Context: an optimization exercise on an open-source flow, tuned for small area, a short achievable clock period and few clock cycles. The choices shown serve that exercise and are no tape-out recipe. Only simulation tests tie the RTL to the original design; equivalence was not proved.

==> run K <==
Design jel_fsel, start of the top module:
module jel_fsel (
    input  wire        clk,
    input  wire        rst,           
    input  wire        qt_we,
    input  wire [5:0]  qt_addr,
    input  wire [15:0] qt_wdata,
    input  wire        cmd_valid,
    output wire        cmd_ready,
    input  wire        cmd_op,        
    input  wire [6:0]  cmd_arg,       
    input  wire [6:0]  cmd_pool,      
    input  wire [15:0] cmd_nlevels,   
    output reg         rsp_valid,
    output reg  [7:0]  rsp_code,      
    output reg  [6:0]  rsp_result,
    output reg  [6:0]  nfreqs,
    input  wire [5:0]  freq_addr,
    output reg  [5:0]  freq_data
);
Settings: LEC_CHECK=0, CAP_MARGIN=20, CORE_MARGIN=2, CORE_UTILIZATION=40, CTS_BUF_LIST=sky130_fd_sc_hd__clkbuf_4, SLEW_MARGIN=20; clock period 35.0 ns.
standard.sh (not shown) runs the stock make flow with config.mk's settings and CLKGATE_MAP_FILE= SYNTH_SCRIPT=/design/flow/synth_recipe.tcl, a recipe that flattens the netlist after the stock synthesis.
==> flow/flow/run.sh <==
#!/bin/bash
# Layout flow: the standard flow (standard.sh) with buf_2 cells as the
# port buffers, and timing repair aiming for extra setup slack.
set -euo pipefail
export BUFFER_PORTS_ARGS="-buffer_cell sky130_fd_sc_hd__buf_2"
export SETUP_SLACK_MARGIN=17
bash standard.sh > standard.log 2>&1
==> run F (differences from run K) <==
--- a/flow/design.v
+++ b/flow/design.v
@@ -553,72 +553,76 @@
                 ge6 = (a[n] & ~b[n]) | ((a[n] | ~b[n]) & ge6);
             ge6 = ge6 | a[6];
         end
     endfunction
     reg  [4:0] code [0:63];
     wire       wr_nz = qt_we && (qt_wdata != 16'd0);
     wire [4:0] wcode = (qt_wdata[15:8] != 8'd0) ? 5'd0 : qcode8(qt_wdata[7:0]);
     wire [4:0] wdat = wcode | {5{rst}};
-    integer i;
+    integer i, b;
     always @(posedge clk) begin
         for (i = 0; i < 64; i = i + 1)
             if (rst || (wr_nz && qt_addr == i[5:0]))
                 code[i] <= wdat;
     end
     reg [63:0] unwr;
     always @* begin
         for (i = 0; i < 64; i = i + 1)
             unwr[i] = &code[i];
     end
     wire loaded = ~|unwr;
-    wire [4:0] nthr = (cmd_nlevels[15:8] != 8'd0) ? 5'd31 : ncode8(cmd_nlevels[7:0]);
-    reg [63:0] adm;
-    always @* begin
-        for (i = 0; i < 64; i = i + 1)
-            adm[i] = ge5(code[i], nthr);
-    end
     assign cmd_ready = 1'b1;
     wire acc = cmd_valid && !rst;
+    wire [4:0] nthr = (cmd_nlevels[15:8] != 8'd0) ? 5'd31 : ncode8(cmd_nlevels[7:0]);
     wire q_epos  = (cmd_arg > 7'd63);
     wire s_epool = (cmd_pool > 7'd64);
     wire e_pos   = !cmd_op && q_epos;
     wire e_pool  = cmd_op && s_epool;
     wire e_unl   = !(cmd_op ? s_epool : q_epos) && !loaded;
     wire sel_ok  = cmd_op && !s_epool && loaded;
-    reg [7:0] adec_hi, adec_lo, qoct;
-    reg       qadm;
+    reg [7:0] adec_hi, adec_lo;
+    reg [4:0] qcode, qoct;
     always @* begin
         for (i = 0; i < 8; i = i + 1) begin
             adec_hi[i] = (cmd_arg[5:3] == i[2:0]);
             adec_lo[i] = (cmd_arg[2:0] == i[2:0]);
         end
-        for (i = 0; i < 8; i = i + 1)
-            qoct[i] = |(adec_lo & adm[8*i +: 8]);
-        qadm = |(adec_hi & qoct);
+        qcode = 5'd0;
+        for (i = 0; i < 8; i = i + 1) begin
+            qoct = 5'd0;
+            for (b = 0; b < 8; b = b + 1)
+                qoct = qoct | ({5{adec_lo[b]}} & code[8*i+b]);
+            qcode = qcode | ({5{adec_hi[i]}} & qoct);
+        end
     end
     reg        r_sel, r_qual, r_epos, r_epool, r_eunl;
-    reg [63:0] mask;
+    reg [4:0]  sthr;     
     reg [6:0]  pool;
     always @(posedge clk) begin
         rsp_valid <= acc;
         if (acc) begin
             r_sel   <= sel_ok;
-            r_qual  <= !cmd_op && !q_epos && loaded && qadm;
+            r_qual  <= !cmd_op && !q_epos && loaded && ge5(qcode, nthr);
             r_epos  <= e_pos;
             r_epool <= e_pool;
             r_eunl  <= e_unl;
         end
         if (acc && cmd_op && !s_epool)
-            mask <= adm;
+            sthr <= nthr;
         if (rst || wr_nz)
             pool <= 7'd0;
         else if (acc && sel_ok)
             pool <= cmd_pool;
     end
+    reg [63:0] mask;
+    always @* begin
+        for (i = 0; i < 64; i = i + 1)
+            mask[i] = ge5(code[i], sthr);
+    end
     function [3:0] cnt8(input [7:0] m);
         reg a0, a1, b0, b1, c0, c1, d0, d1, e0, e1, f0, f1;
         begin
             a0 = m[0] ^ m[1] ^ m[2];  a1 = (m[0] & m[1]) | (m[2] & (m[0] | m[1]));
             b0 = m[3] ^ m[4] ^ m[5];  b1 = (m[3] & m[4]) | (m[5] & (m[3] | m[4]));
             c0 = m[6] ^ m[7];         c1 = m[6] & m[7];
             d0 = a0 ^ b0 ^ c0;        d1 = (a0 & b0) | (c0 & (a0 | b0));
             e0 = a1 ^ b1 ^ c1;        e1 = (a1 & b1) | (c1 & (a1 | b1));
@@ -653,34 +657,42 @@
         rsp_code   = {3'b000, r_epos | r_epool | r_eunl, r_epos, r_eunl,
                       r_epool | r_eunl, r_epos | r_epool | r_eunl};
         rsp_result = r_sel ? nsel : {6'd0, r_qual};
     end
     reg [7:0] lt;        
     reg [7:0] osel;      
     reg [2:0] oidx;
     reg [7:0] om;
-    reg [2:0] oo, r, lpos;
-    reg [2:0] lc;
-    integer b;
+    reg [2:0] oo, lpos;
+    reg [7:0] rk, kh, oh;
+    reg [7:0] th [0:7];
     always @* begin
         for (i = 0; i < 8; i = i + 1)
             lt[i] = !ge6({1'b0, freq_addr}, o8[i]);
         for (i = 0; i < 8; i = i + 1)
             osel[i] = (i == 0 ? 1'b1 : lt[i-1]) & !lt[i];
         oidx = 3'd0;
         om   = 8'd0;
         oo   = 3'd0;
         for (i = 0; i < 8; i = i + 1) begin
             oidx = oidx | ({3{osel[i]}} & i[2:0]);
             om   = om   | ({8{osel[i]}} & mask[8*i +: 8]);
             oo   = oo   | ({3{osel[i]}} & o8[i][2:0]);
         end
-        r    = freq_addr[2:0] - oo;
-        lc   = 3'd0;
+        for (b = 0; b < 8; b = b + 1) begin
+            kh[b] = (freq_addr[2:0] == b[2:0]);
+            oh[b] = (oo == b[2:0]);
+        end
+        for (b = 0; b < 8; b = b + 1) begin
+            rk[b] = 1'b0;
+            for (i = 0; i < 8; i = i + 1)
+                rk[b] = rk[b] | (kh[i] & oh[(i - b) & 7]);
+        end
+        th[7] = 8'd0;
+        for (b = 6; b >= 0; b = b - 1)
+            th[b] = th[b+1] | ({th[b+1][6:0], 1'b1} & {8{om[b+1]}});
         lpos = 3'd0;
-        for (b = 7; b >= 0; b = b - 1) begin
-            if (om[b] && lc == r) lpos = lpos | b[2:0];
-            lc = lc + om[b];
-        end
+        for (b = 0; b < 8; b = b + 1)
+            if (om[b] && |(rk & {th[b][6:0], 1'b1} & ~th[b])) lpos = lpos | b[2:0];
         freq_data = {oidx, lpos};
     end
 endmodule
==> flow/flow/run.sh (replaced) <==
#!/bin/bash
# Layout flow: the standard flow (standard.sh) with
#  - a longer ABC mapping script (flow/abc_speed.script) in synthesis; the
#    rest of synthesis, and so every register, is as standard,
#  - buf_2 cells as the port buffers,
#  - clock tree synthesis without dummy loads at the leaves,
#  - timing repair aiming for extra setup slack,
#  - power recovery (downsizing gates off the critical paths).
set -euo pipefail
rm -rf scripts_abc
cp -r "$FLOW_HOME/scripts" scripts_abc
cp flow/abc_speed.script scripts_abc/abc_speed.script
export SCRIPTS_DIR="$PWD/scripts_abc"
export BUFFER_PORTS_ARGS="-buffer_cell sky130_fd_sc_hd__buf_2"
export CTS_ARGS="-sink_clustering_enable -repair_clock_nets -buf_list sky130_fd_sc_hd__clkbuf_8 -sink_clustering_size 14 -sink_clustering_max_diameter 50 -dont_use_dummy_load"
export SETUP_SLACK_MARGIN=18.5
export RECOVER_POWER=100
bash standard.sh > standard.log 2>&1
==> flow/flow/abc_speed.script (new file) <==
strash
&get -n
&st
&syn2
&synch2
&dch -f
&nf -R 1000
&put
topo
stime -c
buffer -c
upsize -c
dnsize -c
CORE_UTILIZATION = 60   (was 40)
CTS_BUF_LIST = sky130_fd_sc_hd__clkbuf_8   (was sky130_fd_sc_hd__clkbuf_4)
CTS_CLUSTER_DIAMETER = 50   (was not set)
CTS_CLUSTER_SIZE = 14   (was not set)
==> comparison <==
Of run K and run F, run K has the higher via count (gap 9.0%, measured against run F).
Between run F and run K, the lower critical path depth is in run K (gap 18).
In run F the non-clock buffer count is higher than in run K, by 23.
Run F produced a layout that fails on capacitance limit, slew limit. Run K finished clean.
In run F the design area is lower than in run K, by about 10%.
Between run F and run K, the lower routed wire length is in run F (gap 6.1%, measured against run K).
In run F the die area is smaller than in run K, by 39%.
Final cell count: run F is smaller than run K (about 20%).
Sequential share of layout area: run F is lower than run K (2.1 points).
==> figures <==
Average wire per standard cell: run F 29.06 um; run K 24.46 um
Peak per-stage delay on the critical path: run F 1.22 ns; run K 0.55 ns
Type of the setup path with the least slack: run F flop to output pin; run K input pin to output pin
Sequential Area: run F 0.01007 mm2; run K 0.01184 mm2
Outcome: run F complete, but fails checks; run K finished clean
Reasons for failing layout checks: run F capacitance limit, slew limit; run K -
Global-route wire length before repair: run F 109200 um; run K 117300 um
Height of the chip: run F 195.0 um; run K 249.8 um
Largest net degree at the start of global routing: run F 68; run K 82
Clock H-tree levels: run F 2; run K 3
Flip-flop and latch count: run F 338; run K 397
Worst clock skew: run F 0.03542 ns; run K 0.03303 ns
Final slew viol count: run F 518; run K 0
Arrival time reported for the critical path endpoint: run F 12.86 ns; run K 12.11 ns
Fraction of standard cell area in multi-input logic: run F 0.4721; run K 0.4306
Drt first pass iters: run F 10; run K 6
Number of CTS-inserted buffers: run F 37; run K 96
Unique masters post-synth: run F 82; run K 92
Initial standard-cell utilization of the core: run F 0.6127; run K 0.4027
Worst reg2reg path depth: run F 12; run K 9
Core occupancy in the finished layout: run F 0.6734; run K 0.4486
Register-to-Register Setup Slack: run F 31.57 ns; run K 30.49 ns
Testbench counts of run K, summed over its fixed seeds: cycles 768.
Testbench counts of run F, summed over its fixed seeds: cycles 768.

-- re-timing with driven ports --
No port has a modelled driver above. Below, the same layouts with a new extraction and two added sets of constraints.
Step 1 (the two cells are an assumption about what drives the block):
set clk [get_ports {clk}]
set_driving_cell -lib_cell sky130_fd_sc_hd__clkbuf_16 $clk
set_driving_cell -lib_cell sky130_fd_sc_hd__buf_2 [delete_from_list [all_inputs] $clk]
Step 2 adds t to the input delays and takes it off the output delays; t is the mean of the earliest and latest rising clock arrival at the registers after step 1. Input paths then give back, and output paths get back, about the clock's delay inside the block.
Three values: no drivers, after step 1, after step 2; two values: the first two.
run	t (ns)	setup slack, ns	worst hold slack (ns)	worst setup path at the end	slew at the worst register clock pin (ns)
run K	0.884	15.891 / 15.857 / 15.857	0.493 / 0.493 / 0.493	input to output	0.08 / 0.08
run F	0.601	15.141 / 15.089 / 15.690	0.506 / 0.506 / 0.506	register to output	0.09 / 0.09
For run K, which loses most, drivers alone change the setup slack by -0.034 ns; drivers and shift together by -0.034 ns.
